From an optimization exercise on the open Yosys and OpenROAD flow, aimed at small area, a short achievable clock period and few clock cycles per item; shortcuts taken in it are not production practice. Function was checked by simulation only, so behaviour that the tests miss may differ from the original.

## flow/config.mk

```make
export PLATFORM = sky130hd
export DESIGN_NAME = epdc
export DESIGN_NICKNAME = epdc
export VERILOG_FILES = /design/flow/design.v
export SDC_FILE = /design/flow/constraint.sdc
export NUM_CORES = 4
export LEC_CHECK = 0
export CAP_MARGIN = 20
export CORE_MARGIN = 2
export CORE_UTILIZATION = 40
export PLACE_DENSITY = 0.6
export SLEW_MARGIN = 20
```

## flow/flow/run.sh

```bash
#!/bin/bash
set -euo pipefail
sed 's/"\${@:-finish}"/SETUP_SLACK_MARGIN=11 "${@:-finish}"/' standard.sh > strong.sh
grep -q 'SETUP_SLACK_MARGIN=11' strong.sh
bash strong.sh > make.log 2>&1
```

## flow/constraint.sdc

```tcl
create_clock -name core_clock -period 22.0 [get_ports {clk}]
set_input_delay 4.4000 -clock core_clock [delete_from_list [all_inputs] [get_ports {clk}]]
set_output_delay 4.4000 -clock core_clock [all_outputs]
set_load 0.01 [all_outputs]
```

## flow/design.v

```verilog
module epdc (
    input  wire        clk,
    input  wire        rst,           
    input  wire        wr_en,
    input  wire [7:0]  wr_addr,       
    input  wire [15:0] wr_data,
    input  wire        start,
    input  wire [7:0]  len,           
    output reg         busy,
    output reg         done,
    output wire [8:0]  edge_pos,      
    output wire [8:0]  liq_pos,       
    output wire [16:0] thr_near,
    output wire [7:0]  bnd_near,      
    output wire [16:0] thr_far,
    output wire [7:0]  bnd_far,       
    output wire        edge_ext,
    output wire [5:0]  n_peaks,
    input  wire [4:0]  pk_idx,
    output wire [7:0]  pk_pos,        
    output wire [15:0] pk_amp,
    output wire [7:0]  pk_left,       
    output wire [7:0]  pk_right,      
    output wire [15:0] pk_prom,
    output wire [1:0]  pk_role        
);
    localparam WIN_OFF   = 40;
    localparam DET_THR   = 225;
    localparam BND_THR   = 90;
    localparam MIN_PROM  = 60;
    localparam QUIET_THR = 250;
    function lt16;
        input [15:0] a, b;
        reg   [15:0] g, e;
        reg   [7:0]  g1, e1;
        reg   [3:0]  g2, e2;
        reg   [1:0]  g3, e3;
        integer      n;
        begin
            g = ~a & b;
            e = ~(a ^ b);
            for (n = 0; n < 8; n = n + 1) begin
                g1[n] = g[2*n+1] | (e[2*n+1] & g[2*n]);
                e1[n] = e[2*n+1] & e[2*n];
            end
            for (n = 0; n < 4; n = n + 1) begin
                g2[n] = g1[2*n+1] | (e1[2*n+1] & g1[2*n]);
                e2[n] = e1[2*n+1] & e1[2*n];
            end
            for (n = 0; n < 2; n = n + 1) begin
                g3[n] = g2[2*n+1] | (e2[2*n+1] & g2[2*n]);
                e3[n] = e2[2*n+1] & e2[2*n];
            end
            lt16 = g3[1] | (e3[1] & g3[0]);
        end
    endfunction
    function eq16;
        input [15:0] a, b;
        begin
            eq16 = &(~(a ^ b));
        end
    endfunction
    function lt8;
        input [7:0] a, b;
        begin
            lt8 = lt16({8'd0, a}, {8'd0, b});
        end
    endfunction
    function [4:0] nib_fold;
        input [18:0] x;
        reg   [6:0]  s1;
        begin
            s1 = x[3:0] + x[7:4] + x[11:8] + x[15:12] + x[18:16];
            nib_fold = s1[6:4] + s1[3:0];
        end
    endfunction
    function [2:0] mod5_small;        
        input [4:0] x;
        begin
            case (x)
                5'd0, 5'd5, 5'd10, 5'd15, 5'd20: mod5_small = 3'd0;
                5'd1, 5'd6, 5'd11, 5'd16:        mod5_small = 3'd1;
                5'd2, 5'd7, 5'd12, 5'd17:        mod5_small = 3'd2;
                5'd3, 5'd8, 5'd13, 5'd18:        mod5_small = 3'd3;
                default:                         mod5_small = 3'd4;
            endcase
        end
    endfunction
    function [1:0] mod3_small;        
        input [4:0] x;
        begin
            case (x)
                5'd0, 5'd3, 5'd6, 5'd9, 5'd12, 5'd15, 5'd18: mod3_small = 2'd0;
                5'd1, 5'd4, 5'd7, 5'd10, 5'd13, 5'd16, 5'd19: mod3_small = 2'd1;
                default:                                      mod3_small = 2'd2;
            endcase
        end
    endfunction
    function [15:0] mul3333;
        input [15:0] x;
        reg   [15:0] a, b;
        begin
            a       = x + {x[14:0], 1'b0};
            b       = a + {a[11:0], 4'b0};
            mul3333 = b + {b[7:0], 8'b0};
        end
    endfunction
    function [15:0] div5;
        input [18:0] x;
        begin
            div5 = mul3333({13'd0, mod5_small(nib_fold(x))} - x[15:0]);
        end
    endfunction
    function [15:0] div3;
        input [17:0] x;
        reg   [15:0] y, a, b;
        begin
            y    = {14'd0, mod3_small(nib_fold({1'b0, x}))} - x[15:0];
            a    = y + {y[13:0], 2'b0};           
            b    = a + {a[11:0], 4'b0};           
            div3 = b + {b[7:0], 8'b0};            
        end
    endfunction
    function [15:0] qfix;
        input [2:0] r;
        begin
            case (r)
                3'd0:    qfix = 16'h0005;
                3'd1:    qfix = 16'h3338;
                3'd2:    qfix = 16'h666b;
                3'd3:    qfix = 16'h999e;
                default: qfix = 16'hccd1;
            endcase
        end
    endfunction
    reg        run;                   
    reg        sent;                  
    reg [5:0]  t;                     
    wire       adv;                   
    reg [15:0] mem0 [0:32];
    reg [15:0] mem1 [0:32];
    reg [15:0] mem2 [0:32];
    reg [15:0] mem3 [0:31];
    wire host_we = wr_en && !busy && wr_addr >= WIN_OFF && wr_addr <= 8'd170;
    wire [5:0] host_row = wr_addr[7:2] - 6'd10;
    always @(posedge clk) begin
        if (host_we) begin
            case (wr_addr[1:0])
                2'd0: mem0[host_row] <= wr_data;
                2'd1: mem1[host_row] <= wr_data;
                2'd2: mem2[host_row] <= wr_data;
                default: mem3[host_row[4:0]] <= wr_data;
            endcase
        end
    end
    reg [15:0] rb0, rb1, rb2, rb3;
    reg [15:0] rsel;
    integer r;
    always @(*) begin
        rb0 = 16'd0; rb1 = 16'd0; rb2 = 16'd0; rb3 = 16'd0;
        for (r = 0; r < 33; r = r + 1) begin
            rsel = {16{t == r}};
            rb0  = rb0 | (mem0[r] & rsel);
            rb1  = rb1 | (mem1[r] & rsel);
            rb2  = rb2 | (mem2[r] & rsel);
            if (r < 32)
                rb3 = rb3 | (mem3[r] & rsel);
        end
    end
    reg  [15:0] wu0, wu1, wu2, wu3, pu0, pu1, pu2, pu3;
    reg  [2:0]  wm0, wm1, wm2, wm3, pm0, pm1, pm2, pm3;
    wire [5:0] sc = t - 6'd1;
    function [15:0] lane;
        input [15:0] u0, u1, u2, u3, u4;
        input [2:0]  m0, m1, m2, m3, m4;
        begin
            lane = ~u0 + ~u1 + ~u2 + ~u3 + ~u4 +
                   qfix(mod5_small({2'b0, m0} + {2'b0, m1} + {2'b0, m2} + {2'b0, m3} + {2'b0, m4}));
        end
    endfunction
    wire [15:0] ln0 = lane(pu0, pu1, pu2, pu3, wu0, pm0, pm1, pm2, pm3, wm0);
    wire [15:0] ln1 = lane(pu1, pu2, pu3, wu0, wu1, pm1, pm2, pm3, wm0, wm1);
    wire [15:0] ln2 = lane(pu2, pu3, wu0, wu1, wu2, pm2, pm3, wm0, wm1, wm2);
    wire [15:0] ln3 = lane(pu3, wu0, wu1, wu2, wu3, pm3, wm0, wm1, wm2, wm3);
    reg         ed_back;
    reg  [17:0] ed_s3;
    reg  [15:0] ed_s4, ed_q3, ed_q4;
    wire [15:0] ed_a = ed_back ? mem2[32] : mem0[0];
    wire [15:0] ed_b = ed_back ? mem1[32] : mem1[0];
    wire [15:0] ed_c = ed_back ? mem0[32] : mem2[0];
    wire [15:0] ed_d = ed_back ? mem3[31] : mem3[0];
    wire [17:0] ed_3 = ed_a + ed_b + ed_c;
    wire [17:0] ed_4 = ed_3 + ed_d;
    always @(posedge clk) begin
        ed_back <= run && t >= 6'd7;
        ed_s3   <= ed_3;
        ed_s4   <= ed_4[17:2];
        ed_q3   <= div3(ed_s3);
        ed_q4   <= ed_s4;
    end
    wire c_first = (sc == 6'd0);          
    wire c_sp01  = (sc == 6'd1);          
    wire c_32    = (sc == 6'd32);         
    wire c_last  = (sc == 6'd33);         
    reg [15:0] sr_0, sr_1, sr_2, sr_3;    
    reg [15:0] sp_0, sp_1, sp_2, sp_3;    
    always @(posedge clk) begin
        if (adv) begin
            pu0 <= wu0; pu1 <= wu1; pu2 <= wu2; pu3 <= wu3;
            pm0 <= wm0; pm1 <= wm1; pm2 <= wm2; pm3 <= wm3;
            if (!run) begin
                wu0 <= 16'd0; wu1 <= 16'd0; wu2 <= 16'd0; wu3 <= 16'd0;
                wm0 <= 3'd0;  wm1 <= 3'd0;  wm2 <= 3'd0;  wm3 <= 3'd0;
            end else begin
                wu0 <= mul3333(rb0); wu1 <= mul3333(rb1);
                wu2 <= mul3333(rb2); wu3 <= mul3333(rb3);
                wm0 <= mod5_small(nib_fold({3'd0, rb0}));
                wm1 <= mod5_small(nib_fold({3'd0, rb1}));
                wm2 <= mod5_small(nib_fold({3'd0, rb2}));
                wm3 <= mod5_small(nib_fold({3'd0, rb3}));
            end
            sp_0 <= sr_0; sp_1 <= sr_1;
            sp_2 <= c_sp01 ? ed_q3 : sr_2;
            sp_3 <= c_sp01 ? ed_q4 : sr_3;
            sr_0 <= c_first ? 16'hffff : c_last ? ed_q3 : ln0;
            sr_1 <= (c_first || c_last) ? 16'hffff : ln1;
            sr_2 <= c_last ? 16'hffff : ln2;
            sr_3 <= c_32 ? ed_q4 : c_last ? 16'hffff : ln3;
        end
    end
    wire        e_val = run && t >= 6'd3 && t <= 6'd35;
    wire [7:0]  e_base = {t - 6'd3, 2'b00};
    wire [15:0] sv [0:7];
    assign sv[0] = sp_0; assign sv[1] = sp_1; assign sv[2] = sp_2; assign sv[3] = sp_3;
    assign sv[4] = sr_0; assign sv[5] = sr_1; assign sv[6] = sr_2; assign sv[7] = sr_3;
    reg  [6:0]  lt1, lt1r;
    reg  [5:0]  lt2r;                 
    reg  [7:0]  gt90, ge225, lt250;
    reg  [15:0] m3 [0:5];             
    integer k;
    always @(*) begin
        for (k = 0; k < 7; k = k + 1) begin
            lt1[k]  = lt16(sv[k], sv[k+1]);
            lt1r[k] = !lt1[k] && !eq16(sv[k], sv[k+1]);
        end
        for (k = 0; k < 6; k = k + 1)
            lt2r[k] = lt16(sv[k+2], sv[k]);
        for (k = 0; k < 8; k = k + 1) begin
            gt90[k]  = lt16(BND_THR, sv[k]);
            ge225[k] = !lt16(sv[k], DET_THR);
            lt250[k] = lt16(sv[k], QUIET_THR);
        end
        for (k = 0; k < 6; k = k + 1) begin
            if (!lt1r[k] && !lt2r[k])
                m3[k] = sv[k];
            else if (!lt1r[k+1])
                m3[k] = sv[k+1];
            else
                m3[k] = sv[k+2];
        end
    end
    reg [1:0]  off;                   
    reg [7:0]  lr_pos;                
    reg [15:0] lr_min;                
    reg        pd_v;                  
    reg [7:0]  pd_pos, pd_lb;
    reg [15:0] pd_amp, pd_lmin;
    reg [5:0]  ncand;
    reg [3:0]  f_a, f_dn, f_cand, f_q, f_act;
    reg [7:0]  lp [0:3];
    integer    j;
    always @(*) begin
        for (j = 0; j < 4; j = j + 1) begin
            lp[j]     = e_base + j;
            f_a[j]    = (lp[j] != 8'd0) && !lt1r[j+1] && gt90[j+1];
            f_dn[j]   = (lp[j] != 8'd130) && !lt1[j+2] && gt90[j+3];
            f_cand[j] = (lp[j] != 8'd0) && (lp[j] != 8'd130) && lt1[j+1] &&
                        !lt1[j+2] && ge225[j+2];
            f_q[j]    = (lp[j] <= 8'd128) && lt250[j+2] && lt250[j+3] && lt250[j+4];
            f_act[j]  = e_val && (j >= off) && (lp[j] <= 8'd130);
        end
    end
    wire        nc_ok = (ncand != 6'd32);
    wire [3:0]  f_st  = f_act & f_cand;
    wire [3:0]  pend_at;
    assign pend_at[0] = pd_v || (nc_ok && f_st[0]);
    assign pend_at[1] = pd_v || (nc_ok && |f_st[1:0]);
    assign pend_at[2] = pd_v || (nc_ok && |f_st[2:0]);
    assign pend_at[3] = pd_v || (nc_ok && |f_st[3:0]);
    wire [3:0]  cmp_at = f_act & pend_at & ~f_dn;
    wire        stall = (cmp_at[0] & f_act[1]) | (cmp_at[1] & f_act[2]) |
                        (cmp_at[2] & f_act[3]);
    assign adv = !stall;
    reg        e_comp;
    reg [1:0]  e_jc;
    reg [7:0]  n_lr_pos;
    reg [15:0] n_lr_min;
    reg        n_pd_v;
    reg [7:0]  n_pd_pos, n_pd_lb;
    reg [15:0] n_pd_amp, n_pd_lmin;
    reg [5:0]  n_ncand;
    reg [7:0]  c_pos, c_lb, c_rb;
    reg [15:0] c_amp, c_lmin, c_rmin;
    reg        c_q;
    reg        qb_v;                  
    reg [7:0]  qb_pos;
    reg        stop;
    always @(*) begin
        n_lr_pos  = lr_pos;
        n_lr_min  = lr_min;
        n_pd_v    = pd_v;
        n_pd_pos  = pd_pos;
        n_pd_lb   = pd_lb;
        n_pd_amp  = pd_amp;
        n_pd_lmin = pd_lmin;
        n_ncand   = ncand;
        e_comp    = 1'b0;
        e_jc      = 2'd3;
        c_pos = pd_pos; c_lb = pd_lb; c_rb = 8'd0;
        c_amp = pd_amp; c_lmin = pd_lmin; c_rmin = 16'd0; c_q = 1'b0;
        qb_v   = 1'b0;
        qb_pos = 8'd0;
        stop   = 1'b0;
        for (j = 0; j < 4; j = j + 1) begin
            if (f_act[j] && !stop) begin
                if (!f_a[j]) begin
                    n_lr_pos = lp[j];
                    n_lr_min = m3[j];
                end
                if (f_cand[j] && !n_pd_v && nc_ok) begin
                    n_pd_v    = 1'b1;
                    n_pd_pos  = lp[j];
                    n_pd_amp  = sv[j+2];
                    n_pd_lb   = n_lr_pos;
                    n_pd_lmin = n_lr_min;
                    n_ncand   = ncand + 6'd1;
                end
                if (f_q[j] && !qb_v) begin
                    qb_v   = 1'b1;
                    qb_pos = lp[j];
                end
                if (cmp_at[j]) begin
                    e_comp = 1'b1;
                    e_jc   = j;
                    c_pos  = n_pd_pos;
                    c_lb   = n_pd_lb;
                    c_amp  = n_pd_amp;
                    c_lmin = n_pd_lmin;
                    c_rb   = lp[j];
                    c_rmin = m3[j+2];
                    c_q    = f_q[j];
                    n_pd_v = 1'b0;
                    stop   = 1'b1;
                end
            end
        end
    end
    reg        rc_v;
    reg [7:0]  rc_rb;
    reg [15:0] rc_rmin;
    wire [7:0]  rc_pos  = pd_pos;
    wire [7:0]  rc_lb   = pd_lb;
    wire [15:0] rc_amp  = pd_amp;
    wire [15:0] rc_lmin = pd_lmin;
    reg        rc_nqv;
    reg [7:0]  rc_nq;
    reg        cl_v;
    reg [7:0]  cl_pos, cl_lb, cl_rb;
    reg [15:0] cl_amp, cl_prom;
    reg        cl_nqv;
    reg [7:0]  cl_nq;
    wire        m_flush = run && t == 6'd37;
    wire [15:0] rc_vmin = lt16(rc_lmin, rc_rmin) ? rc_lmin : rc_rmin;
    wire [15:0] rc_prom = rc_amp - rc_vmin;
    wire        rc_nqv_r = rc_nqv || qb_v;
    wire [7:0]  rc_nq_r  = rc_nqv ? rc_nq : qb_pos;
    wire        cl_nqv_r = cl_nqv || qb_v;
    wire [7:0]  cl_nq_r  = cl_nqv ? cl_nq : qb_pos;
    wire        mg_gt    = lt16(cl_amp, rc_amp);
    wire [15:0] mg_min   = mg_gt ? cl_amp : rc_amp;
    wire [15:0] mg_max   = mg_gt ? rc_amp : cl_amp;
    wire [19:0] mg_min10 = {1'b0, mg_min, 3'b0} + {3'b0, mg_min, 1'b0};
    wire [19:0] mg_max7  = {1'b0, mg_max, 3'b0} - {4'b0, mg_max};
    wire [7:0]  mg_dpos  = rc_pos - cl_pos;
    wire        mg_ok    = (mg_dpos <= 8'd3) && (mg_max7 < mg_min10);
    wire        cl_keep  = !lt16(cl_prom, MIN_PROM);
    wire       em_v     = cl_v && cl_keep && ((rc_v && !mg_ok) || m_flush);
    wire [7:0] em_pos   = cl_pos;
    wire [7:0] em_lb    = cl_lb;
    wire [7:0] em_rb    = cl_rb;
    wire [15:0] em_amp  = cl_amp;
    wire [15:0] em_prom = cl_prom;
    wire       em_nqv_r = cl_nqv_r;
    wire [7:0] em_nq_r  = cl_nq_r;
    reg [7:0]  tb_pos  [0:31];        
    reg [15:0] tb_amp  [0:31];
    reg [7:0]  tb_lb   [0:31];        
    reg [7:0]  tb_rb   [0:31];        
    reg [15:0] tb_prom [0:31];
    reg [5:0]  np;
    reg [4:0]  li;                    
    reg        lfound;                
    reg [7:0]  e_pos;                 
    reg [7:0]  e_rb;
    reg [15:0] e_amp;
    reg [7:0]  lim;
    reg [7:0]  lq_pos;                
    reg [15:0] lq_amp;
    reg        pf_v;
    reg [15:0] pf_amp;
    reg [7:0]  pf_rb;
    reg        pa_v;
    reg [15:0] pa_amp;
    reg        st_v;
    reg [15:0] st_amp;
    reg [7:0]  st_rb;
    reg        sa_v;                  
    reg [15:0] sa_amp;
    reg        sf_v;                  
    reg [15:0] sf_amp;
    reg        lp_nqv;
    reg [7:0]  lp_nq;
    reg        bl_nqv;
    reg [7:0]  bl_nq;
    wire       lp_nqv_r = lp_nqv || qb_v;
    wire [7:0] lp_nq_r  = lp_nqv ? lp_nq : qb_pos;
    wire       bl_nqv_r = bl_nqv || qb_v;
    wire [7:0] bl_nq_r  = bl_nqv ? bl_nq : qb_pos;
    wire [7:0]  lim_v  = 8'd131 - em_pos;
    wire [17:0] lim_p  = lim_v * 10'd410;
    wire [7:0]  lim_w  = em_pos + lim_p[17:10];
    wire        em_first = (np == 6'd0);
    wire        em_far   = lt8(lim, em_pos);
    wire        upd_li = !em_first && (!lfound || (em_far && lt16(lq_amp, em_amp)));
    reg [7:0]  o_pos, o_lb, o_rb;
    reg [15:0] o_amp, o_prom;
    reg        psel;
    integer    e;
    always @(*) begin
        o_pos = 8'd0; o_lb = 8'd0; o_rb = 8'd0; o_amp = 16'd0; o_prom = 16'd0;
        for (e = 0; e < 32; e = e + 1) begin
            psel   = (pk_idx == e);
            o_pos  = o_pos  | (tb_pos[e]  & {8{psel}});
            o_lb   = o_lb   | (tb_lb[e]   & {8{psel}});
            o_rb   = o_rb   | (tb_rb[e]   & {8{psel}});
            o_amp  = o_amp  | (tb_amp[e]  & {16{psel}});
            o_prom = o_prom | (tb_prom[e] & {16{psel}});
        end
    end
    assign pk_pos   = o_pos;
    assign pk_amp   = o_amp;
    assign pk_left  = o_lb;
    assign pk_right = o_rb;
    assign pk_prom  = o_prom;
    assign pk_role  = (pk_idx == 5'd0) ? 2'd1 : (pk_idx == li) ? 2'd2 : 2'd3;
    reg        f_ok, f_ext;
    reg [7:0]  f_bnl, f_bfl;
    reg [15:0] f_ca, f_fa;
    wire       w_ext  = st_v && !lt16(st_amp, e_amp);
    wire [7:0] w_cr   = w_ext ? st_rb : e_rb;
    wire       w_lv   = w_ext ? sa_v : st_v;
    wire [15:0] w_la  = w_ext ? sa_amp : st_amp;
    wire       w_fne  = w_lv || sf_v;
    wire [15:0] w_fa  = !w_lv ? sf_amp : !sf_v ? w_la : (lt16(sf_amp, w_la) ? w_la : sf_amp);
    wire       w_nqv  = sf_v ? lp_nqv : bl_nqv;
    wire [7:0] w_nq   = sf_v ? lp_nq : bl_nq;
    wire [7:0] w_bfs  = (w_fne && w_nqv && lt8(w_nq + 8'd2, lq_pos)) ? w_nq : 8'd152;
    wire [7:0] w_bfc  = lq_pos - 8'd2;
    wire [7:0] w_bn1  = w_cr + 8'd3;
    wire [7:0] w_bn2  = lq_pos - 8'd3;
    wire [17:0] tn_3  = {1'b0, f_ca, 1'b0} + {2'b0, f_ca};
    reg  [15:0] g_qn, g_qf;
    wire [16:0] tn_w  = f_ca + g_qn;
    wire [16:0] tf_w  = f_fa + g_qf;
    wire [7:0]  bn_raw = f_bnl + WIN_OFF;
    wire [7:0]  bf_raw = f_bfl + WIN_OFF;
    wire        bf_lt  = lt8(bf_raw, bn_raw);
    wire        bf_eq  = (bf_raw == bn_raw);
    assign edge_pos = f_ok ? {1'b0, e_pos} + WIN_OFF : 9'h1ff;
    assign liq_pos  = f_ok ? {1'b0, lq_pos} + WIN_OFF : 9'h1ff;
    assign thr_near = f_ok ? tn_w : 17'd400;
    assign thr_far  = f_ok ? tf_w : 17'd250;
    assign bnd_near = !f_ok ? 8'd60 : bf_lt ? bf_raw : bn_raw;
    assign bnd_far  = !f_ok ? 8'd152 : bf_lt ? bn_raw : bf_eq ? bf_raw + 8'd1 : bf_raw;
    assign edge_ext = f_ok && f_ext;
    assign n_peaks  = f_ok ? np : 6'd0;
    always @(posedge clk) begin
        if (e_val) begin
            off     <= adv ? 2'd0 : e_jc + 2'd1;
            lr_pos  <= n_lr_pos;
            lr_min  <= n_lr_min;
            pd_v    <= n_pd_v;
            pd_pos  <= n_pd_pos;
            pd_lb   <= n_pd_lb;
            pd_amp  <= n_pd_amp;
            pd_lmin <= n_pd_lmin;
            ncand   <= n_ncand;
        end
        rc_v    <= e_comp;
        rc_rb   <= c_rb;
        rc_rmin <= c_rmin;
        rc_nqv  <= c_q;
        rc_nq   <= c_rb;
        cl_nqv <= cl_nqv_r;
        cl_nq  <= cl_nq_r;
        if (rc_v) begin
            if (!cl_v || !mg_ok) begin
                cl_v    <= 1'b1;
                cl_pos  <= rc_pos;
                cl_amp  <= rc_amp;
                cl_lb   <= rc_lb;
                cl_rb   <= rc_rb;
                cl_prom <= rc_prom;
                cl_nqv  <= rc_nqv_r;
                cl_nq   <= rc_nq_r;
            end else begin
                if (mg_gt) begin
                    cl_pos <= rc_pos;
                    cl_amp <= rc_amp;
                end
                if (lt8(rc_lb, cl_lb)) cl_lb <= rc_lb;
                if (lt8(cl_rb, rc_rb)) begin
                    cl_rb  <= rc_rb;
                    cl_nqv <= rc_nqv_r;
                    cl_nq  <= rc_nq_r;
                end
                if (lt16(cl_prom, rc_prom)) cl_prom <= rc_prom;
            end
        end else if (m_flush) begin
            cl_v <= 1'b0;
        end
        lp_nqv <= lp_nqv_r;
        lp_nq  <= lp_nq_r;
        bl_nqv <= bl_nqv_r;
        bl_nq  <= bl_nq_r;
        if (rc_v || m_flush) begin
            tb_pos[np[4:0]]  <= em_pos + WIN_OFF;
            tb_amp[np[4:0]]  <= em_amp;
            tb_lb[np[4:0]]   <= em_lb + WIN_OFF;
            tb_rb[np[4:0]]   <= em_rb + WIN_OFF;
            tb_prom[np[4:0]] <= em_prom;
        end
        if (em_v) begin
            np <= np + 6'd1;
            lp_nqv <= em_nqv_r;
            lp_nq  <= em_nq_r;
            if (em_first) begin
                e_pos <= em_pos;
                e_rb  <= em_rb;
                e_amp <= em_amp;
                lim   <= lim_w;
            end else begin
                if (upd_li) begin
                    li     <= np[4:0];
                    lfound <= lfound || em_far;
                    lq_pos <= em_pos;
                    lq_amp <= em_amp;
                    st_v   <= pf_v;
                    st_amp <= pf_amp;
                    st_rb  <= pf_rb;
                    sa_v   <= pa_v;
                    sa_amp <= pa_amp;
                    sf_v   <= 1'b0;
                    bl_nqv <= lp_nqv_r;
                    bl_nq  <= lp_nq_r;
                end else begin
                    sf_v   <= 1'b1;
                    if (!sf_v || lt16(sf_amp, em_amp)) sf_amp <= em_amp;
                end
                if (!pf_v || lt16(pf_amp, em_amp)) begin
                    pf_v   <= 1'b1;
                    pf_amp <= em_amp;
                    pf_rb  <= em_rb;
                    pa_v   <= 1'b0;
                end else begin
                    pa_v   <= 1'b1;
                    if (!pa_v || lt16(pa_amp, em_amp)) pa_amp <= em_amp;
                end
            end
        end
        g_qn <= div5({3'b0, tn_3[17:2]});
        g_qf <= div5({3'b0, f_fa} + 19'd2);
        f_ok  <= np >= 6'd2;
        f_ext <= w_ext;
        f_ca  <= w_ext ? st_amp : e_amp;
        f_fa  <= w_fne ? w_fa : 16'd250;
        f_bnl <= lt8(w_bn1, w_bn2) ? w_bn1 : w_bn2;
        f_bfl <= lt8(w_bfs, w_bfc) ? w_bfs : w_bfc;
        if (rst) begin
            run  <= 1'b0;
            sent <= 1'b0;
            busy <= 1'b0;
            done <= 1'b0;
            t    <= 6'd0;
            rc_v <= 1'b0;
        end else if (!run && !sent) begin
            if (start) begin
                busy <= 1'b1;
                done <= 1'b0;
                np   <= 6'd0;
                if (len < 8'd171) begin
                    sent <= 1'b1;
                end else begin
                    run    <= 1'b1;
                    t      <= 6'd0;
                    off    <= 2'd0;
                    lr_pos <= 8'd0;
                    lr_min <= 16'hffff;
                    pd_v   <= 1'b0;
                    ncand  <= 6'd0;
                    cl_v   <= 1'b0;
                    li     <= 5'd0;
                    lfound <= 1'b0;
                    pf_v   <= 1'b0;
                    pa_v   <= 1'b0;
                    st_v   <= 1'b0;
                    sa_v   <= 1'b0;
                    sf_v   <= 1'b0;
                    lp_nqv <= 1'b0;
                    bl_nqv <= 1'b0;
                end
            end
        end else if (sent) begin
            sent     <= 1'b0;
            busy     <= 1'b0;
            done     <= 1'b1;
        end else begin
            if (adv)
                t <= t + 6'd1;
            if (t == 6'd39) begin
                run  <= 1'b0;
                busy <= 1'b0;
                done <= 1'b1;
            end
        end
    end
endmodule
```

## flow/standard.sh

```bash
#!/bin/bash
# synth_recipe.tcl (not shown) runs the flow's synth.tcl, then flattens the netlist and writes it again
# the make line also repeats each setting of config.mk as NAME=value (left out here)
make -C /OpenROAD-flow-scripts/flow DESIGN_CONFIG=/design/flow/config.mk WORK_HOME=/design/flow/orfs CLKGATE_MAP_FILE= SYNTH_SCRIPT=/design/flow/synth_recipe.tcl "${@:-finish}"
```

==> results of run 1 <==
[per-stage QoR]
step	std cells	util [%]	area [µm²]	worst slack [ns]
3_5_place_dp	22300	42.6	227000	8.66
3_3_place_gp	22300	42.6	227000	8.70
4_1_cts	23300	46.1	246000	10.90
2_1_floorplan	15400	-	214000	11.11
6_report	23400	46.4	247000	10.90
5_1_grt	23400	46.4	247000	10.76
[routing by layer]
| metal | vias up | part of all wire [%] | wire [µm] | GRT usage [%] |
|---|---|---|---|---|
| li1 | 60500 | - | - | - |
| met2 | 10700 | 45 | 349000 | 43.5 |
| met3 | 2155 | 12 | 95600 | 5.67 |
| met5 | - | 0.010 | 79 | 0 |
| met4 | 12 | 6.1 | 48000 | 13.4 |
| met1 | 72600 | 37 | 289000 | 36.7 |
[cell type report]
type,count,area (µm²)
clock buffers,593,12500
well taps,7020,8780
repair buffers,751,7990
inverters,1012,3800
multi-input cells,9047,72900
diodes,24,60.1
fillers,46200,286000
clock inverters,298,3020
flip-flops and latches,4695,138000
[state kept, by name (all words and copies together) (netlist names), 18 cells and up]
signal   count
ed_s3       18
mem0       528
mem1       528
mem2       528
mem3       512
tb_amp     512
tb_lb      256
tb_pos     256
tb_prom    512
tb_rb      256
[cells in the final DEF (no fill, tap or decap), types with 138 or more instances in the layout]
cell type	netlist	layout
edfxtp_1	4432	4432
a22oi_1	1513	1511
ha_1	1019	1008
inv_1	1011	1007
nand2_1	867	863
a21oi_1	606	577
clkbuf_16	0	490
nor2_1	716	485
buf_4	4	446
o21ai_0	441	435
fa_1	370	365
xnor2_1	381	357
nand4_1	290	290
dfxtp_1	263	251
nand3_1	233	231
a21o_1	229	229
a22o_1	212	212
nor2_4	0	192
xor2_1	167	161
a221oi_1	223	147
mux2_2	138	138
[cells by family (layout without fill, tap and decap cells)]
| kind of cell | count (synthesis) | after routing | share of synthesized area (%) |
|---|---|---|---|
| other cells | 0 | 24 | 0 |
| mux | 275 | 275 | 1.38 |
| compound gates | 3897 | 3897 | 12.8 |
| flops | 4695 | 4695 | 64.6 |
| simple gates | 2927 | 2932 | 6.62 |
| buf+inv | 1644 | 2654 | 2.91 |
| fa+ha+maj | 1390 | 1390 | 9.41 |
| xor+xnor | 553 | 553 | 2.29 |
[cells in the mapped netlist (17+ instances only)]
master	number	area share, %
a211o_1	18	0.074
a211oi_1	71	0.25
a21boi_0	34	0.12
a21o_1	229	0.80
a21oi_1	606	1.4
a221oi_1	223	0.91
a222oi_1	25	0.12
a22o_1	212	0.87
a22oi_1	1513	5.3
a31oi_1	45	0.13
and2_1	103	0.30
and3_1	63	0.18
and3b_1	17	0.069
and4_1	25	0.10
buf_1	138	0.24
clkbuf_1	471	0.83
dfxtp_1	263	2.5
edfxtp_1	4432	62
fa_1	370	3.5
ha_1	1019	5.9
inv_1	1011	1.8
mux2_2	138	0.73
mux2i_1	135	0.63
nand2_1	867	1.5
nand2b_1	80	0.23
nand3_1	233	0.54
nand3b_1	46	0.16
nand4_1	290	0.85
nor2_1	716	1.3
nor2b_1	99	0.29
nor3_1	138	0.32
nor3b_1	24	0.084
nor4_1	58	0.17
o211ai_1	54	0.19
o21a_1	96	0.34
o21ai_0	441	1.0
o21bai_1	81	0.28
o22ai_1	35	0.10
o31ai_1	26	0.091
or2_2	25	0.073
or3_1	79	0.23
or4_1	41	0.14
xnor2_1	381	1.6
xor2_1	167	0.68
[timing repair]
action                                  CTS  global route
buffers inserted                         87            58
resized for setup                       400           223
cloned                                   42            13
endpoints found under the setup margin   64            64
pin swaps                                92           102
[worst min path at each step]
stage | startpoint | endpoint | slack [ns] | cells past startpoint
3_3_place_gp | ed_s4[13]$_DFF_P_ | ed_q4[13]$_DFF_P_ | 0.31 | 0
2_1_floorplan | ed_s4[0]$_DFF_P_ | ed_q4[0]$_DFF_P_ | 0.31 | 0
5_1_grt | ed_s4[9]$_DFF_P_ | ed_q4[9]$_DFF_P_ | 0.33 | 0
4_1_cts | ed_s4[9]$_DFF_P_ | ed_q4[9]$_DFF_P_ | 0.33 | 0
3_5_place_dp | ed_s4[4]$_DFF_P_ | ed_q4[4]$_DFF_P_ | 0.32 | 0
6_report | ed_s4[14]$_DFF_P_ | ed_q4[14]$_DFF_P_ | 0.33 | 0
==> results.cfg, run 1 <==
[outcome]
outcome = finished clean

[clock_tree]
clock_latency_ns = 1.10
cts_tree = yes
cts_hold_buffers = 0
cts.path.max_buffers = 4
h-tree-depth = 5
cts_sinks = 4695
path_clk_slew_ns = 0.06
cts_buffers = 476
cts_root_buf = clkbuf_16

[worst_setup_path]
cp-end-kind = output port
crit_type = primary input to output port
reg2reg_slack_ns = 11.36
setup.worst_path.end = pk_amp[13]
r2r-end = g_qn[15]$_DFF_P_
crit_buf_inv = 4
crit_path_max_fanout = 13
reg2regPathDepth = 51
crit_path_start_kind = primary input
cp.arrival_ns = 6.70
crit_chain = buf_8 > or3b_4 > buf_4 > nor2_4 > buf_12 > a22o_1 > a221oi_2 > nand4_1 > or3_4 > buf_2
cp-startpoint = pk_idx[3]
cp_top_family = simple AND/OR/NAND/NOR gates
slowest_stage = or3_4
critPathMaxStageDelay_ns = 0.50
cp_num_cells = 10
regToRegStartpoint = f_ca[1]$_DFF_P_
required_ns = 17.60

[global_route]
grt_use_total_pct = 27.7
grt_pass1_wl_mm = 1070
grt_pass1_vias = 137000
grt_max_degree = 158
overflow = 0
antenna_found_initial = 43

[sta]
slew_violations = 0
setup_viol = 0
fmax_mhz = 90.1
layout_min_cycle_time_ns = 11.10
max_slew_margin_pct = 16.6
min_period_over_period_pct = 50.5
setup_tns_ns = 0
fin_skew_ns = 0.125
whs_ns = 0.330
grt_setup_unrepaired = yes
tightestPinTransition_ns = 1.25
finalHoldViolations = 0

[route]
firstDrtPassIters = 9
drc = 0
wl_per_cell_um = 33.4
drt_iter0_markers = 22700
wl_mm = 782
antenna_left = 0
via_per_inst = 6.23
vias = 146000

[synthesis]
synth_cell_types = 95
synthFlopType = edfxtp_1
ys_warn_count = 3
synth_cells = 15400
syn_area_per_cell_um2 = 13.9
ys_seq_area_share_pct = 64.6
synthArstFlopShare_pct = 0
ys_seq_elements = 4695
synth-edff-count = 4432
synth.net_count = 16800
syn_area_mm2 = 0.214

[die]
coreArea_mm2 = 0.533
ios = 176
rows = 268
start_util_pct = 40.2
dieWidth_um = 736
fp.dieH_um = 736
dieArea_mm2 = 0.542

[layout]
area_growth_syn_to_layout_pct = 15.4
drive_gt1_share_pct = 12.3
fin_nets = 17400

[placed_design]
port_buffers = 175
gp_congestion = 0.959
hpwl_mm = 460

[flow_run]
maxCapViolations = 0

[worst_hold_path]
worstHoldPathType = flop to flop
Testbench counts, summed over its fixed seeds: cycles 67,161, items 384.
==> run 2: changes to the inputs <==
--- a/flow/design.v
+++ b/flow/design.v
@@ -207,17 +207,17 @@
     always @(posedge clk) begin
         if (adv) begin
-            pu0 <= wu0; pu1 <= wu1; pu2 <= wu2; pu3 <= wu3;
-            pm0 <= wm0; pm1 <= wm1; pm2 <= wm2; pm3 <= wm3;
             if (!run) begin
-                wu0 <= 16'd0; wu1 <= 16'd0; wu2 <= 16'd0; wu3 <= 16'd0;
-                wm0 <= 3'd0;  wm1 <= 3'd0;  wm2 <= 3'd0;  wm3 <= 3'd0;
+                pu0 <= 16'd0; pu1 <= 16'd0; pu2 <= 16'd0; pu3 <= 16'd0;
+                pm0 <= 3'd0;  pm1 <= 3'd0;  pm2 <= 3'd0;  pm3 <= 3'd0;
             end else begin
-                wu0 <= mul3333(rb0); wu1 <= mul3333(rb1);
-                wu2 <= mul3333(rb2); wu3 <= mul3333(rb3);
-                wm0 <= mod5_small(nib_fold({3'd0, rb0}));
-                wm1 <= mod5_small(nib_fold({3'd0, rb1}));
-                wm2 <= mod5_small(nib_fold({3'd0, rb2}));
-                wm3 <= mod5_small(nib_fold({3'd0, rb3}));
+                pu0 <= wu0; pu1 <= wu1; pu2 <= wu2; pu3 <= wu3;
+                pm0 <= wm0; pm1 <= wm1; pm2 <= wm2; pm3 <= wm3;
             end
+            wu0 <= mul3333(rb0); wu1 <= mul3333(rb1);
+            wu2 <= mul3333(rb2); wu3 <= mul3333(rb3);
+            wm0 <= mod5_small(nib_fold({3'd0, rb0}));
+            wm1 <= mod5_small(nib_fold({3'd0, rb1}));
+            wm2 <= mod5_small(nib_fold({3'd0, rb2}));
+            wm3 <= mod5_small(nib_fold({3'd0, rb3}));
             sp_0 <= sr_0; sp_1 <= sr_1;
             sp_2 <= c_sp01 ? ed_q3 : sr_2;
@@ -370,5 +370,6 @@
     reg        cl_nqv;
     reg [7:0]  cl_nq;
-    wire        m_flush = run && t == 6'd37;
+    reg         flushed, fin1, fin2;
+    wire        m_flush = run && !flushed && t >= 6'd36 && !rc_v;
     wire [15:0] rc_vmin = lt16(rc_lmin, rc_rmin) ? rc_lmin : rc_rmin;
     wire [15:0] rc_prom = rc_amp - rc_vmin;
@@ -433,25 +434,25 @@
     wire        em_far   = lt8(lim, em_pos);
     wire        upd_li = !em_first && (!lfound || (em_far && lt16(lq_amp, em_amp)));
-    reg [7:0]  o_pos, o_lb, o_rb;
-    reg [15:0] o_amp, o_prom;
+    reg [55:0] o_lo, o_hi;
     reg        psel;
     integer    e;
     always @(*) begin
-        o_pos = 8'd0; o_lb = 8'd0; o_rb = 8'd0; o_amp = 16'd0; o_prom = 16'd0;
-        for (e = 0; e < 32; e = e + 1) begin
-            psel   = (pk_idx == e);
-            o_pos  = o_pos  | (tb_pos[e]  & {8{psel}});
-            o_lb   = o_lb   | (tb_lb[e]   & {8{psel}});
-            o_rb   = o_rb   | (tb_rb[e]   & {8{psel}});
-            o_amp  = o_amp  | (tb_amp[e]  & {16{psel}});
-            o_prom = o_prom | (tb_prom[e] & {16{psel}});
+        o_lo = 56'd0;
+        o_hi = 56'd0;
+        for (e = 0; e < 16; e = e + 1) begin
+            psel = (pk_idx[3:0] == e);
+            o_lo = o_lo | ({tb_pos[e], tb_lb[e], tb_rb[e], tb_amp[e], tb_prom[e]} & {56{psel}});
+            o_hi = o_hi | ({tb_pos[e+16], tb_lb[e+16], tb_rb[e+16], tb_amp[e+16], tb_prom[e+16]} &
+                           {56{psel}});
         end
     end
-    assign pk_pos   = o_pos;
-    assign pk_amp   = o_amp;
-    assign pk_left  = o_lb;
-    assign pk_right = o_rb;
-    assign pk_prom  = o_prom;
-    assign pk_role  = (pk_idx == 5'd0) ? 2'd1 : (pk_idx == li) ? 2'd2 : 2'd3;
+    wire [55:0] o_pk = pk_idx[4] ? o_hi : o_lo;
+    assign pk_pos   = o_pk[55:48];
+    assign pk_left  = o_pk[47:40];
+    assign pk_right = o_pk[39:32];
+    assign pk_amp   = o_pk[31:16];
+    assign pk_prom  = o_pk[15:0];
+    wire   pk_e0    = (pk_idx == 5'd0);
+    assign pk_role  = {!pk_e0, pk_e0 || (pk_idx != li)};
     reg        f_ok, f_ext;
     reg [7:0]  f_bnl, f_bfl;
@@ -603,5 +604,8 @@
                 end else begin
                     run    <= 1'b1;
-                    t      <= 6'd0;
+                    t      <= 6'd1;
+                    flushed <= 1'b0;
+                    fin1   <= 1'b0;
+                    fin2   <= 1'b0;
                     off    <= 2'd0;
                     lr_pos <= 8'd0;
@@ -628,5 +632,10 @@
             if (adv)
                 t <= t + 6'd1;
-            if (t == 6'd39) begin
+            fin1 <= m_flush;
+            fin2 <= fin1;
+            if (m_flush)
+                flushed <= 1'b1;
+            if (fin2) begin
+                t    <= 6'd0;
                 run  <= 1'b0;
                 busy <= 1'b0;
--- a/flow/config.mk
+++ b/flow/config.mk
@@ -9,4 +9,7 @@
 export CORE_MARGIN = 2
 export CORE_UTILIZATION = 40
+export CTS_BUF_LIST = sky130_fd_sc_hd__clkbuf_16
+export CTS_CLUSTER_DIAMETER = 80
+export CTS_CLUSTER_SIZE = 24
 export PLACE_DENSITY = 0.6
 export SLEW_MARGIN = 20
==> results.cfg, run 2 <==
[global_route]
busiest_layer = met2
grt_pass1_vias = 134000
grt_pass1_wl_mm = 1040
grt_use_met1_pct = 35.4
overflow = 0
grtUsageMet2_pct = 42.9
grt_use_total_pct = 26.7
use_met3_pct = 5.23
antenna_found_initial = 34
grt_max_degree = 100

[layout]
multi_input_area_mm2 = 0.0731
layout_commonest_cell = edfxtp_1
drive_gt1_share_pct = 10.6
area_growth_syn_to_layout_pct = 12.6
layout_common_cells = edfxtp_1 (4435), a22oi_1 (1514), inv_1 (1021), ha_1 (1005), nand2_1 (903)
seq_area_mm2 = 0.138
top_regs = mem0: 528 flops, mem1: 528 flops, mem2: 528 flops
fillers = 46800
stdcell_count = 23100
fin_nets = 17300

[sta]
layout_min_cycle_time_ns = 11.15
setup_tns_ns = 0
min_period_over_period_pct = 50.7
finalHoldViolations = 0
max_slew_margin_pct = 17.5
fmax_mhz = 89.7
setup_viol = 0
grt_setup_unrepaired = yes
fin_skew_ns = 0.0945
slew_violations = 0
tightestPinTransition_ns = 1.24

[die]
coreArea_mm2 = 0.533
start_util_pct = 40.2
dieArea_mm2 = 0.542
dieWidth_um = 736
rows = 268
fp.dieH_um = 736
ios = 176

[clock_tree]
cts_tree = yes
path_clk_slew_ns = 0.10
cts.path.max_buffers = 4
cts_root_buf = clkbuf_16
h-tree-depth = 5
cts_sinks = 4698
clock_latency_ns = 1.03
cts_buffers = 263
cts_hold_buffers = 0

[worst_setup_path]
critPathMaxStageDelay_ns = 0.38
crit_top_cell = buf_12
cp-end-kind = output port
slowest_stage = nor2_4
crit_path_max_fanout = 8
regToRegStartpoint = f_ca[2]$_DFF_P_
cp_top_family = buffers and inverters
reg2regPathDepth = 54
crit_type = primary input to output port
crit_chain = buf_12 > nand2b_4 > buf_6 > nor2_4 > clkbuf_16 > buf_12 > buf_16 > buf_4 > a222oi_1 > nand3_1 > nor2_1 > a31oi_1 > dlygate4sd2_1
crit_buf_inv = 7
cp.arrival_ns = 6.75
r2r-end = g_qn[15]$_DFF_P_
required_ns = 17.60
reg2reg_slack_ns = 11.19
crit_path_start_kind = primary input

[outcome]
outcome = finished clean

[synthesis]
ys_top_cells_by_count = edfxtp_1 (4435), a22oi_1 (1517), inv_1 (1021)
synthFlopType = edfxtp_1
ys_seq_area_share_pct = 64.5
syn_area_per_cell_um2 = 13.9
synth_cell_types = 105
syn_area_mm2 = 0.215
synth-edff-count = 4435
synthArstFlopShare_pct = 0
ys_warn_count = 3
ys_seq_elements = 4698
synth_cells = 15400
synth_top_area_share_pct = 62.1
synth_area_leaders = edfxtp_1 (62%), ha_1 (5.9%), a22oi_1 (5.3%)
yosys.area.top_type = edfxtp_1
synth.most_common_cell = edfxtp_1
synth.net_count = 16900

[worst_hold_path]
holdPathEnd = ed_q4[4]$_DFF_P_
worstHoldPathType = flop to flop
hold_depth = 0
hold_start = ed_s4[4]$_DFF_P_

[route]
antenna_left = 0
wl_per_cell_um = 32.9
via_per_inst = 6.18
drt_iter0_markers = 22300
wl_mm = 761
firstDrtPassIters = 9
drc = 0
vias = 143000

[placed_design]
port_buffers = 175
gp_congestion = 0.942
hpwl_mm = 434
dp_cells = 22500

[flow_run]
maxCapViolations = 0
## run 2: how the worst max path moves through the flow
stage	depth (start not counted)	endpoint	from	slack, ns
2_1_floorplan	48	g_qn[15]$_DFF_P_	f_ca[1]$_DFF_P_	11.19
3_3_place_gp	11	pk_prom[11]	pk_idx[0]	8.27
3_5_place_dp	11	pk_prom[11]	pk_idx[0]	8.27
4_1_cts	11	pk_prom[11]	pk_idx[3]	10.88
5_1_grt	52	g_qn[15]$_DFF_P_	f_ca[2]$_DFF_P_	10.62
6_report	13	pk_left[3]	pk_idx[3]	10.85
## run 2: kinds of logic after synthesis
family | count (synthesis) | share of synthesized area, %
AND/OR/NAND/NOR | 2948 | 6.57
adder cells (fa/ha/maj) | 1389 | 9.39
AO/OA/AOI/OAI | 3804 | 12.5
flip-flops | 4698 | 64.5
multiplexers | 336 | 1.64
buffers and inverters | 1687 | 2.98
XOR/XNOR | 572 | 2.37
## run 2: what timing repair did
item | 4_1_cts | 5_1_grt
resized for setup | 588 | 219
setup buffers | 67 | 101
endpoints found under the setup margin | 60 | 60
cloned | 55 | 24
pin swaps | 68 | 169
## run 2: through the flow
stage	utilization (%)	hold slack [ns]	setup WS, ns	instance area (µm²)
global placement	42.5	0.313	8.27	227000
global route	45.3	0.348	10.62	241000
floorplan	-	0.310	11.19	215000
finish	45.3	0.336	10.85	242000
detailed placement	42.6	0.312	8.27	227000
CTS	44.8	0.335	10.88	239000
## run 2: worst reg2reg max path, delay by kind of cell, from the launching register on
family	cells	cell delay, ns
compound gates	25	4.32
simple gates	3	0.36
buf+inv	6	0.57
flops	1	0.36
fa+ha+maj	10	3.32
xor+xnor	10	1.79
## run 2: final cells by class
class / count / share of cell area, %
clock buffer: 266 / 2.76
timing repair buffer: 799 / 3.77
sequential: 4698 / 57.3
tap: 7155 / 3.71
inverter: 1022 / 1.59
clock inverter: 112 / 0.563
antenna: 17 / 0.0176
multi-input combinational: 9050 / 30.3
## run 2: metal layers
layer / wire [µm] / vias to the layer above
li1: - / 59900
met5: 201 / -
met3: 91400 / 1741
met4: 39700 / 26
met2: 347000 / 9457
met1: 283000 / 71800
Testbench counts of run 2, summed over its fixed seeds: cycles 66,417, items 384.
==> run 3: changes to the inputs <==
--- a/flow/design.v
+++ b/flow/design.v
@@ -281,6 +281,7 @@
         end
     end
-    wire        nc_ok = (ncand != 6'd32);
-    wire [3:0]  f_st  = f_act & f_cand;
+    wire        nc_ok  = (ncand != 6'd32);
+    wire        nc_ok2 = pd_v ? nc_ok : (ncand < 6'd31);
+    wire [3:0]  f_st   = f_act & f_cand;
     wire [3:0]  pend_at;
     assign pend_at[0] = pd_v || (nc_ok && f_st[0]);
@@ -288,7 +289,8 @@
     assign pend_at[2] = pd_v || (nc_ok && |f_st[2:0]);
     assign pend_at[3] = pd_v || (nc_ok && |f_st[3:0]);
-    wire [3:0]  cmp_at = f_act & pend_at & ~f_dn;
-    wire        stall = (cmp_at[0] & f_act[1]) | (cmp_at[1] & f_act[2]) |
-                        (cmp_at[2] & f_act[3]);
+    wire [3:0]  cmp_at  = f_act & pend_at & ~f_dn;
+    wire [3:0]  cmp_1st = cmp_at & ~{|cmp_at[2:0], |cmp_at[1:0], cmp_at[0], 1'b0};
+    wire        stall = nc_ok2 && ((cmp_1st[0] & |f_st[3:1]) | (cmp_1st[1] & |f_st[3:2]) |
+                                   (cmp_1st[2] & f_st[3]));
     assign adv = !stall;
     reg        e_comp;
@@ -300,7 +302,7 @@
     reg [15:0] n_pd_amp, n_pd_lmin;
     reg [5:0]  n_ncand;
-    reg [7:0]  c_pos, c_lb, c_rb;
+    reg [7:0]  c_pos, c_lb, c_rb, c_nq;
     reg [15:0] c_amp, c_lmin, c_rmin;
-    reg        c_q;
+    reg        c_q, done1;
     reg        qb_v;                  
     reg [7:0]  qb_pos;
@@ -318,9 +320,14 @@
         e_jc      = 2'd3;
         c_pos = pd_pos; c_lb = pd_lb; c_rb = 8'd0;
-        c_amp = pd_amp; c_lmin = pd_lmin; c_rmin = 16'd0; c_q = 1'b0;
+        c_amp = pd_amp; c_lmin = pd_lmin; c_rmin = 16'd0; c_q = 1'b0; c_nq = 8'd0;
         qb_v   = 1'b0;
         qb_pos = 8'd0;
         stop   = 1'b0;
+        done1  = 1'b0;
         for (j = 0; j < 4; j = j + 1) begin
+            if (f_act[j] && !stop && done1 && f_cand[j] && n_ncand != 6'd32) begin
+                stop = 1'b1;
+                e_jc = j;
+            end
             if (f_act[j] && !stop) begin
                 if (!f_a[j]) begin
@@ -328,5 +335,5 @@
                     n_lr_min = m3[j];
                 end
-                if (f_cand[j] && !n_pd_v && nc_ok) begin
+                if (f_cand[j] && !n_pd_v && n_ncand != 6'd32) begin
                     n_pd_v    = 1'b1;
                     n_pd_pos  = lp[j];
@@ -340,7 +347,11 @@
                     qb_pos = lp[j];
                 end
-                if (cmp_at[j]) begin
+                if (done1 && f_q[j] && !c_q) begin
+                    c_q  = 1'b1;
+                    c_nq = lp[j];
+                end
+                if (cmp_at[j] && !done1) begin
                     e_comp = 1'b1;
-                    e_jc   = j;
+                    done1  = 1'b1;
                     c_pos  = n_pd_pos;
                     c_lb   = n_pd_lb;
@@ -350,6 +361,6 @@
                     c_rmin = m3[j+2];
                     c_q    = f_q[j];
+                    c_nq   = lp[j];
                     n_pd_v = 1'b0;
-                    stop   = 1'b1;
                 end
             end
@@ -488,5 +499,5 @@
     always @(posedge clk) begin
         if (e_val) begin
-            off     <= adv ? 2'd0 : e_jc + 2'd1;
+            off     <= adv ? 2'd0 : e_jc;
             lr_pos  <= n_lr_pos;
             lr_min  <= n_lr_min;
@@ -502,5 +513,5 @@
         rc_rmin <= c_rmin;
         rc_nqv  <= c_q;
-        rc_nq   <= c_rb;
+        rc_nq   <= c_nq;
         cl_nqv <= cl_nqv_r;
         cl_nq  <= cl_nq_r;
==> results.cfg, run 3 <==
[sta]
fmax_mhz = 90.0
max_slew_margin_pct = 16.6
setup_viol = 0
slew_violations = 0
grt_setup_unrepaired = yes
tightestPinTransition_ns = 1.24
setup_tns_ns = 0
layout_min_cycle_time_ns = 11.11
fin_skew_ns = 0.157
finalHoldViolations = 0
min_period_over_period_pct = 50.5

[clock_tree]
clock_latency_ns = 1.05
cts_hold_buffers = 0
cts_tree = yes
cts_buffers = 272
path_clk_slew_ns = 0.07
cts.path.max_buffers = 4
h-tree-depth = 5
cts_sinks = 4706
cts_root_buf = clkbuf_16

[worst_setup_path]
cp-startpoint = pk_idx[3]
reg2reg_slack_ns = 11.07
setup.worst_path.end = pk_amp[13]
cp.arrival_ns = 6.71
crit_path_start_kind = primary input
r2r-end = g_qn[15]$_DFF_P_
required_ns = 17.60
crit_type = primary input to output port
crit_path_max_fanout = 27
reg2regPathDepth = 51
cp-end-kind = output port
regToRegStartpoint = f_ca[1]$_DFF_P_

[global_route]
antenna_found_initial = 34
grt_use_total_pct = 27.3
grt_max_degree = 162
grt_pass1_wl_mm = 1060
grt_pass1_vias = 136000
overflow = 0

[placed_design]
hpwl_mm = 446
gp_congestion = 0.947
port_buffers = 175

[route]
firstDrtPassIters = 19
vias = 145000
antenna_left = 0
drt_iter0_markers = 22100
via_per_inst = 6.21
wl_mm = 777
wl_per_cell_um = 33.3
drc = 0

[die]
coreArea_mm2 = 0.536
rows = 269
fp.dieH_um = 738
dieArea_mm2 = 0.544
dieWidth_um = 738
start_util_pct = 40.1
ios = 176

[layout]
utilization_pct = 45.5
layout_commonest_cell = edfxtp_1
fin_nets = 17400
layout_common_cells = edfxtp_1 (4435), a22oi_1 (1478), inv_1 (1058), ha_1 (994), nand2_1 (910)
area_growth_syn_to_layout_pct = 13.3
drive_gt1_share_pct = 10.9
top_regs = mem0: 528 flops, mem1: 528 flops, mem2: 528 flops

[synthesis]
synth_area_leaders = edfxtp_1 (62%), ha_1 (5.9%), a22oi_1 (5.2%)
yosys.area.top_type = edfxtp_1
synth.net_count = 17000
synth-edff-count = 4435
synth_cells = 15500
syn_area_per_cell_um2 = 13.9
synth.most_common_cell = edfxtp_1
ys_top_cells_by_count = edfxtp_1 (4435), a22oi_1 (1481), inv_1 (1050)
synth_cell_types = 101
ys_seq_area_share_pct = 64.4
synthFlopType = edfxtp_1
ys_warn_count = 3
synth_top_area_share_pct = 61.9
synthArstFlopShare_pct = 0
syn_area_mm2 = 0.215
ys_seq_elements = 4706

[flow_run]
maxCapViolations = 0

[outcome]
outcome = finished clean

[worst_hold_path]
worstHoldPathType = flop to flop
-- run 3: per-stage QoR --
step	area, µm²	instances	setup slack [ns]	hold WS (ns)
2_1_floorplan	215000	15500	11.26	0.310
3_3_place_gp	228000	22600	8.34	0.313
3_5_place_dp	228000	22600	8.35	0.312
4_1_cts	242000	23200	10.86	0.334
5_1_grt	244000	23300	10.51	0.336
6_report	244000	23300	10.89	0.333
-- run 3: worst max-delay path, stage by stage --
cell and delay, ns:
buf_16 0.11, buf_12 0.14, nand2_8 0.10, nor3_2 0.06, clkbuf_16 0.22, buf_16 0.24, a222oi_1 0.38, nand3_2 0.17
a2111oi_4 0.41, a31oi_4 0.17, buf_6 0.24
-- run 3: routing by layer --
layer / vias to the layer above / track usage [%] / wire [µm]
met5: - / 0.0524 / 310
met1: 72900 / 35.7 / 287000
met3: 1943 / 5.30 / 89300
met4: 15 / 13.1 / 46300
li1: 60500 / - / -
met2: 9466 / 43.9 / 354000
-- run 3: cells by family after synthesis --
group / synth area share, %
DFF: 64.4
AOI/OAI and AO/OA: 12.5
and+or+nand+nor: 6.64
buffers and inverters: 2.95
adders and majority gates: 9.38
xor gates and xnor gates: 2.31
muxes: 1.81
-- run 3: worst min-delay path by stage --
stage | startpoint | endpoint | slack [ns] | depth (start not counted)
2_1_floorplan | ed_s4[0]$_DFF_P_ | ed_q4[0]$_DFF_P_ | 0.31 | 0
3_3_place_gp | ed_s4[11]$_DFF_P_ | ed_q4[11]$_DFF_P_ | 0.31 | 0
3_5_place_dp | ed_s4[9]$_DFF_P_ | ed_q4[9]$_DFF_P_ | 0.31 | 0
4_1_cts | ed_s4[7]$_DFF_P_ | ed_q4[7]$_DFF_P_ | 0.33 | 0
5_1_grt | ed_s4[7]$_DFF_P_ | ed_q4[7]$_DFF_P_ | 0.34 | 0
6_report | ed_s4[6]$_DFF_P_ | ed_q4[6]$_DFF_P_ | 0.33 | 0
-- run 3: layout make-up --
cell class | count | area (µm²)
Clock buffer | 278 | 6960
Sequential cell | 4706 | 139000
Antenna cell | 27 | 67.6
Clock inverter | 128 | 1650
Inverter | 1051 | 3960
Fill cell | 47100 | 292000
Timing Repair Buffer | 820 | 9630
Tap cell | 7181 | 8980
Multi-Input combinational cell | 9134 | 74200
-- run 3: timing repair --
action | CTS | global route
cloned | 70 | 18
pin swaps | 85 | 179
setup buffers | 83 | 95
setup endpoints to repair | 59 | 58
gates resized for setup | 600 | 241
Testbench counts of run 3, summed over its fixed seeds: cycles 65,553, items 384.
==> run 4: changes to the inputs <==
--- a/flow/design.v
+++ b/flow/design.v
@@ -382,5 +382,7 @@
     reg [7:0]  cl_nq;
     reg         flushed, fin1, fin2;
-    wire        m_flush = run && !flushed && t >= 6'd36 && !rc_v;
+    wire        e_last_comp = pd_v || (nc_ok && |f_st[1:0]);
+    wire        m_flush = run && !flushed && !rc_v &&
+                          (t >= 6'd36 || (t == 6'd35 && !e_last_comp));
     wire [15:0] rc_vmin = lt16(rc_lmin, rc_rmin) ? rc_lmin : rc_rmin;
     wire [15:0] rc_prom = rc_amp - rc_vmin;
==> results.cfg, run 4 <==
[sta]
setup_viol = 0
min_period_over_period_pct = 50.6
max_slew_margin_pct = 16.5
setup_tns_ns = 0
finalHoldViolations = 0
setup_ws_ns = 10.86
fmax_mhz = 89.8
layout_min_cycle_time_ns = 11.14
grt_setup_unrepaired = yes
whs_ns = 0.335
tightestPinTransition_ns = 1.24
fin_skew_ns = 0.154
slew_violations = 0

[placed_design]
postPlaceCellArea_mm2 = 0.228
post-place-ws_ns = 8.18
dp_cells = 22600
port_buffers = 175
hpwl_mm = 438
gp_congestion = 0.914

[route]
via_per_inst = 6.16
drc = 0
wl_per_cell_um = 32.7
firstDrtPassIters = 9
drt_iter0_markers = 21600
antenna_left = 0
wl_mm = 759
vias = 143000

[layout]
area_growth_syn_to_layout_pct = 12.9
stdcell_count = 23200
utilization_pct = 45.3
top_regs = mem0: 528 flops, mem1: 528 flops, mem2: 528 flops
fin_nets = 17400
multi_input_area_mm2 = 0.0740
layout_common_cells = edfxtp_1 (4435), a22oi_1 (1474), inv_1 (1027), ha_1 (1007), nand2_1 (930)
seq_area_mm2 = 0.139
fillers = 47200
layout_commonest_cell = edfxtp_1
drive_gt1_share_pct = 10.6
stdcell_area_mm2 = 0.243

[global_route]
grt_pass1_vias = 135000
grt_max_degree = 165
grt_pass1_wl_mm = 1040
grt_use_total_pct = 26.8
antenna_found_initial = 24
overflow = 0

[worst_setup_path]
slowest_stage = a31oi_4
crit_buf_inv = 5
required_ns = 17.60
crit_path_start_kind = primary input
crit_path_max_fanout = 20
cp-end-kind = output port
critPathMaxStageDelay_ns = 0.48
crit_type = primary input to output port
cp.arrival_ns = 6.74
cp_top_family = buffers and inverters
crit_chain = buf_16 > buf_4 > nor3_4 > buf_12 > bufbuf_16 > a22oi_1 > nand4_1 > a2111oi_4 > a31oi_4 > buf_2
reg2reg_slack_ns = 11.18

[synthesis]
synth.net_count = 17000
synthFlopType = edfxtp_1
synth_cells = 15500
synth-edff-count = 4435
syn_area_mm2 = 0.215
syn_area_per_cell_um2 = 13.9
yosys.area.top_type = edfxtp_1
synth_area_leaders = edfxtp_1 (62%), ha_1 (5.9%), a22oi_1 (5.1%)
ys_top_cells_by_count = edfxtp_1 (4435), a22oi_1 (1475), inv_1 (1021)
synth_cell_types = 111
synth_top_area_share_pct = 61.9
synthArstFlopShare_pct = 0
synth.most_common_cell = edfxtp_1
ys_seq_area_share_pct = 64.4
ys_warn_count = 3
ys_seq_elements = 4706

[die]
fp.dieH_um = 738
ios = 176
rows = 269
start_util_pct = 40.1
dieWidth_um = 738
dieArea_mm2 = 0.544
coreArea_mm2 = 0.536

[clock_tree]
h-tree-depth = 5
cts_buffers = 275
cts_root_buf = clkbuf_16
cts_tree = yes
cts_sinks = 4706
path_clk_slew_ns = 0.08
cts.path.max_buffers = 4
clock_latency_ns = 1.06

[flow_run]
maxCapViolations = 0

[outcome]
outcome = finished clean

[worst_hold_path]
worstHoldPathType = flop to flop
==> run 4: changes by cell type in the layout (fill, tap and decap cells not counted), sizes merged, moves of 22 or more <==
cell	before	now
a21oi	469	607
mux2	121	80
or2	21	43
mux2i	246	272
nor3	175	143
nor2	774	714
buf	656	616
a22o	96	141
a21o	193	219
a211oi	93	63
and2	86	113
o21ai	511	453
a211o	37	12
xnor2	380	409
==> run 4: worst paths after layout <==
kind	startpoint	endpoint	cells after the start
max	pk_idx[0]	pk_left[1]	10
min	ed_s4[1]$_DFF_P_	ed_q4[1]$_DFF_P_	0
max reg2reg	f_ca[1]$_DFF_P_	g_qn[15]$_DFF_P_	54
min reg2reg	ed_s4[1]$_DFF_P_	ed_q4[1]$_DFF_P_	0
==> run 4: per-layer routing <==
metal / part of all wire (%) / track usage [%] / vias up
li1: - / - / 60200
met1: 37 / 35.3 / 72200
met2: 46 / 43.1 / 9002
met3: 11 / 5.03 / 1672
met4: 5.5 / 12.5 / 8
met5: 0.0055 / 0 / -
==> run 4: what timing repair did <==
item                       CTS  global route
cloned                      65            12
hold buffers                 0             0
pin swaps                  102           166
setup endpoints to repair   63            55
setup buffers               69            77
gates resized for setup    649           175
==> run 4: final cells by class <==
| type | instances | area share (%) |
|---|---|---|
| tap | 7181 | 3.70 |
| sequential | 4706 | 57.0 |
| multi-input combinational | 9136 | 30.4 |
| inverter | 1024 | 1.58 |
| clock inverter | 134 | 0.725 |
| antenna | 7 | 0.00721 |
| clock buffer | 276 | 2.84 |
| timing repair buffer | 780 | 3.67 |
==> run 4: worst reg2reg max path, delay by kind of cell, from the launching register on <==
kind                     cells  cell delay, ns
adder cells (fa/ha/maj)     13            4.61
AO/OA/AOI/OAI               21            3.42
XOR/XNOR                     8            1.27
AND/OR/NAND/NOR              5            0.50
buffers and inverters        6            0.46
flip-flops                   1            0.37
multiplexers                 1            0.14
==> run 4: cell families (layout without fill, tap and decap cells) <==
logic type / Yosys count / in the layout / synth area share (%)
AOI/OAI and AO/OA: 3866 / 3866 / 12.7
xor gates and xnor gates: 573 / 573 / 2.35
adders and majority gates: 1391 / 1391 / 9.37
buffers and inverters: 1683 / 2214 / 2.98
DFF: 4706 / 4706 / 64.4
muxes: 354 / 354 / 1.71
other: 0 / 7 / 0
and+or+nand+nor: 2952 / 2952 / 6.52
Testbench counts of run 4, summed over its fixed seeds: cycles 65,247, items 384.

## what the ideal ports hide
How much do the figures lean on ideal ports? The routed layouts below were timed once more, with nothing changed but the port constraints. Step 1: set_driving_cell puts a clkbuf_16 on clk and a buf_2 on each other input, an assumption about the parent block. Step 2, shift: input delay + t, output delay - t, t = (earliest + latest rising clock arrival at the registers) / 2. This alone moves slack from input paths to output paths. Three values: ideal, step 1, step 2; two values: the first two.
run | t, ns | setup WS [ns] | worst hold slack (ns) | worst setup path after step 2 | cell pins on the clock port's net
run 1 | 1.171 | 10.896 / 10.849 / 10.849 | 0.330 / 0.330 / 0.330 | input to output | 1
run 2 | 1.111 | 10.852 / 10.778 / 10.778 | 0.336 / 0.336 / 0.336 | input to output | 1
run 3 | 1.071 | 10.886 / 10.820 / 10.820 | 0.333 / 0.333 / 0.333 | input to output | 1
run 4 | 1.076 | 10.862 / 10.797 / 10.797 | 0.335 / 0.335 / 0.335 | input to output | 1
After both steps setup and hold are still met in every run listed. For run 2, which loses most, drivers alone change the setup slack by -0.074 ns; drivers and shift together by -0.074 ns.
